From an optimization exercise on the open Yosys and OpenROAD flow, aimed at small area, a short achievable clock period and few clock cycles per item; shortcuts taken in it are not production practice.
The RTL was checked by simulation tests, not by an equivalence proof against the original design.

v55:
==> flow/design.v (excerpt) <==
module yrc_pix2x2 (
    input  wire        clk,
    input  wire        rst,         
    input  wire        in_valid,
    output wire        in_ready,
    input  wire [31:0] in_y,        
    input  wire [7:0]  in_v,
    input  wire [7:0]  in_u,
    output reg         out_valid,
    input  wire        out_ready,
    output reg  [95:0] out_rgb,     
    output reg  [31:0] out_gray     
);
clock: 22.0 ns
lec_check: 0
cap_margin: 20
core_margin: 2
core_utilization: 40
slew_margin: 20
standard.sh (not shown) runs the stock make flow with config.mk's settings and CLKGATE_MAP_FILE= SYNTH_SCRIPT=/design/flow/synth_recipe.tcl, a recipe that flattens the netlist after the stock synthesis.
==> flow/flow/run.sh <==
#!/bin/bash
# Standard layout, with one extra step between synthesis and floorplan:
# flow/invpush.py removes inverters around full-adder cells in the synthesized
# netlist (a full adder is self-dual), keeping every register as synthesized.
set -euo pipefail
R=orfs/results/${FLOW_PLATFORM}/yrc_pix2x2/base
bash standard.sh synth > synth.log 2>&1
cp $R/1_2_yosys.v $R/1_2_yosys_std.v
python3 flow/invpush.py $R/1_2_yosys_std.v $R/1_2_yosys.v > invpush.log 2>&1
# rebuild the synthesis database from the edited netlist, then lay it out
rm -f $R/1_synth.odb $R/1_synth.sdc
bash standard.sh finish > layout.log 2>&1
Other scripts of this flow, unchanged in this note and not shown: flow/flow/invpush.py
The final layout from v55, which completed every stage, passed the timing, DRC and antenna checks at the end of the flow.
Testbench counts of v55, summed over its fixed seeds: cycles 8,012, items 8,000.
> inputs changed (v55 -> v15)
Settings: CORE_UTILIZATION changed from 40 to 65.
==> flow/flow/run.sh <==
#!/bin/bash
# Standard layout with two changes:
#  - between synthesis and floorplan, flow/invpush.py removes inverters around
#    full-adder cells in the synthesized netlist (a full adder is self-dual),
#    keeping every register as synthesized;
#  - the port buffers that global placement inserts are buf_2 cells.
set -euo pipefail
R=orfs/results/${FLOW_PLATFORM}/yrc_pix2x2/base
bash standard.sh synth > synth.log 2>&1
cp $R/1_2_yosys.v $R/1_2_yosys_std.v
python3 flow/invpush.py $R/1_2_yosys_std.v $R/1_2_yosys.v > invpush.log 2>&1
# rebuild the synthesis database from the edited netlist, then lay it out
rm -f $R/1_synth.odb $R/1_synth.sdc
bash standard.sh finish "BUFFER_PORTS_ARGS=-buffer_cell sky130_fd_sc_hd__buf_2" > layout.log 2>&1
- v15 completed end to end with timing, DRC and antenna clean.
- v55 -> v15: final area decreased by a few percent
- Status: clock slew at the register clock pins of the worst setup and hold paths parity (v55, v15)
- v55 -> v15: path length in cells of the critical path delta 0, exact match
- v15 vs. v55: initial detailed-routing violation count went up.
- v55 → v15: detailed-route wire length increased about 3.4%; post-route clock skew decreased 0.017 ns; first-pass GRT wire length now larger.
- Against v55, v15 comes in 4.3 points lower on area added between synthesis and finish.
- Compared with v55, placement density in the core of v15 is higher.
The inputs of v24 differ from those of v15 as listed below.
Settings: CORE_UTILIZATION: 65 -> 40.
Results
Changes observed in v24 relative to v15: maximum buffer depth of the clock tree comparable, time the worst path needs with I/O delays and setup saw a decrease.
Comparing v15 against v24, there is no change at all in number of buffers inserted by hold repair at cts.
Against v15, first-iteration detailed-routing DRC count in v24 fell by more than a quarter.
The lower count of clock-buffer cells in the layout of v15 and v24 is in v15.
Against v15 as the reference, v24 delivers a higher final standard cell area without fillers.
Looking only at overall fraction of global-route tracks in use, and setting everything else aside, the higher value of v15 and v24 goes to v15.

## wip/indigo
Another version of the RTL of yrc_pix2x2 (not shown whole).
Size in the first run: ~3600 cells after synthesis, roughly 180 I/O pins.
export LEC_CHECK = 0
export CAP_MARGIN = 20
export CORE_MARGIN = 2
export CORE_UTILIZATION = 65
export SLEW_MARGIN = 20
create_clock -name core_clock -period 22.0 [get_ports {clk}]
==> flow/flow/run.sh <==
#!/bin/bash
# Standard layout with three changes:
#  - between synthesis and floorplan, flow/invpush.py removes inverters around
#    full-adder cells in the synthesized netlist (a full adder is self-dual),
#    keeping every register as synthesized;
#  - the port buffers that global placement inserts are buf_2 cells;
#  - timing repair aims at 16 ns of setup slack (the clock stays 22 ns), so
#    that it sizes the critical paths for a shorter achieved period.
set -euo pipefail
R=orfs/results/${FLOW_PLATFORM}/yrc_pix2x2/base
bash standard.sh synth > synth.log 2>&1
cp $R/1_2_yosys.v $R/1_2_yosys_std.v
python3 flow/invpush.py $R/1_2_yosys_std.v $R/1_2_yosys.v > invpush.log 2>&1
# rebuild the synthesis database from the edited netlist, then lay it out
rm -f $R/1_synth.odb $R/1_synth.sdc
bash standard.sh finish "BUFFER_PORTS_ARGS=-buffer_cell sky130_fd_sc_hd__buf_2" SETUP_SLACK_MARGIN=16 > layout.log 2>&1
Other scripts of this flow, unchanged in this note and not shown: flow/flow/invpush.py
Testbench counts of wip/indigo, summed over its fixed seeds: cycles 8,016, items 8,000.
## Diff of input files: wip/quartz against wip/indigo
- CORE_UTILIZATION now 40, was 65
-- flow/flow/run.sh --
<<< wip/indigo, line 7
#  - timing repair aims at 16 ns of setup slack (the clock stays 22 ns), so
>>> wip/quartz, line 7
#  - timing repair aims at 16.5 ns of setup slack (the clock stays 22 ns), so
<<< wip/indigo, line 16
bash standard.sh finish "BUFFER_PORTS_ARGS=-buffer_cell sky130_fd_sc_hd__buf_2" SETUP_SLACK_MARGIN=16 > layout.log 2>&1
>>> wip/quartz, line 16
bash standard.sh finish "BUFFER_PORTS_ARGS=-buffer_cell sky130_fd_sc_hd__buf_2" SETUP_SLACK_MARGIN=16.5 > layout.log 2>&1
[summary]
On wip/quartz: final cycle utilization of the critical path is 0.61 points lower than what wip/indigo gave.
When the final numbers for wip/indigo and wip/quartz were put side by side, the peak per-stage delay on the critical path turned out to be smaller in wip/indigo.
Cmp wip/indigo and wip/quartz / number of well taps / higher: wip/quartz
Sort wip/indigo and wip/quartz by area of combinational cells with multiple inputs, descending, and wip/quartz comes first.
[wip/quartz] final routed wirelength across all metal layers rose 3800 um relative to wip/indigo
### wip/quartz -> wip/zinc
- CORE_UTILIZATION: 40 -> 55
-- flow/flow/run.sh --
<<< wip/quartz, line 7
#  - timing repair aims at 16.5 ns of setup slack (the clock stays 22 ns), so
>>> wip/zinc, line 7
#  - timing repair aims at 16 ns of setup slack (the clock stays 22 ns), so
<<< wip/quartz, line 16
bash standard.sh finish "BUFFER_PORTS_ARGS=-buffer_cell sky130_fd_sc_hd__buf_2" SETUP_SLACK_MARGIN=16.5 > layout.log 2>&1
>>> wip/zinc, line 16
bash standard.sh finish "BUFFER_PORTS_ARGS=-buffer_cell sky130_fd_sc_hd__buf_2" SETUP_SLACK_MARGIN=16 > layout.log 2>&1
==> comparison <==
When wip/zinc is measured against wip/quartz, its final non-filler cell total turns out 482 lower.
Via count of the first global-routing pass in wip/zinc is 799 higher than in wip/quartz
On least setup slack across all paths after layout, wip/quartz beats wip/zinc.
NOTE TritonCTS buffer count wip/quartz->wip/zinc decreased slightly
wip/zinc: full flow OK, the timing, DRC and antenna checks passed
wip/zinc reports its critical path capture point as out_gray[31] while wip/quartz reports out_gray[7].
wip/zinc against wip/quartz: area after synthesis was more or less identical, first-pass GRT wire length went up 0.74%.
Modified inputs, wip/delta compared to wip/zinc
- a change of CORE_UTILIZATION from 55 to 40
### Flow results
Delta (wip/delta minus wip/zinc): core region area up 38%, die boundary width higher.
Comparing wip/zinc and wip/delta, the lower maximum cell stage delay along the critical path was measured on wip/zinc.
wip/delta vs wip/zinc, met1 global-route usage went down by 10 points.
Compared with wip/zinc, wip/delta instantiates a larger number of cells.

re-timing with driven ports:
In the flow no input, the clock included, has a driving cell. The finished layouts below were timed again as built, in two steps.
Step 1 assumes that a clkbuf_16 drives the clock port and a buf_2 every other input.
Step 2 times the ports against the registers' clock, not the clock port: input delays grow and output delays shrink by t, the midpoint of the rising clock arrivals with the driver on.
Slacks: ideal ports / drivers / drivers and shift; pairs: ideal ports / drivers.
run	t (ns)	setup WS [ns]	worst setup path after step 2	latest minus earliest clock arrival (ns)
v55	0.689	14.301 / 14.301 / 14.301	register to register	0.045 / 0.045
v15	0.637	13.973 / 13.973 / 13.973	register to register	0.027 / 0.027
v24	0.669	14.249 / 14.249 / 14.249	register to register	0.028 / 0.029
wip/indigo	0.664	16.040 / 16.031 / 15.448	input to register	0.038 / 0.038
wip/quartz	0.714	16.175 / 16.175 / 15.854	input to register	0.041 / 0.042
wip/zinc	0.688	16.135 / 16.119 / 15.642	input to register	0.029 / 0.029
wip/delta	0.708	16.025 / 16.025 / 15.571	input to register	0.048 / 0.048
After both steps setup and hold are still met in every run listed. For wip/indigo, which loses most, drivers alone change the setup slack by -0.009 ns; drivers and shift together by -0.592 ns.
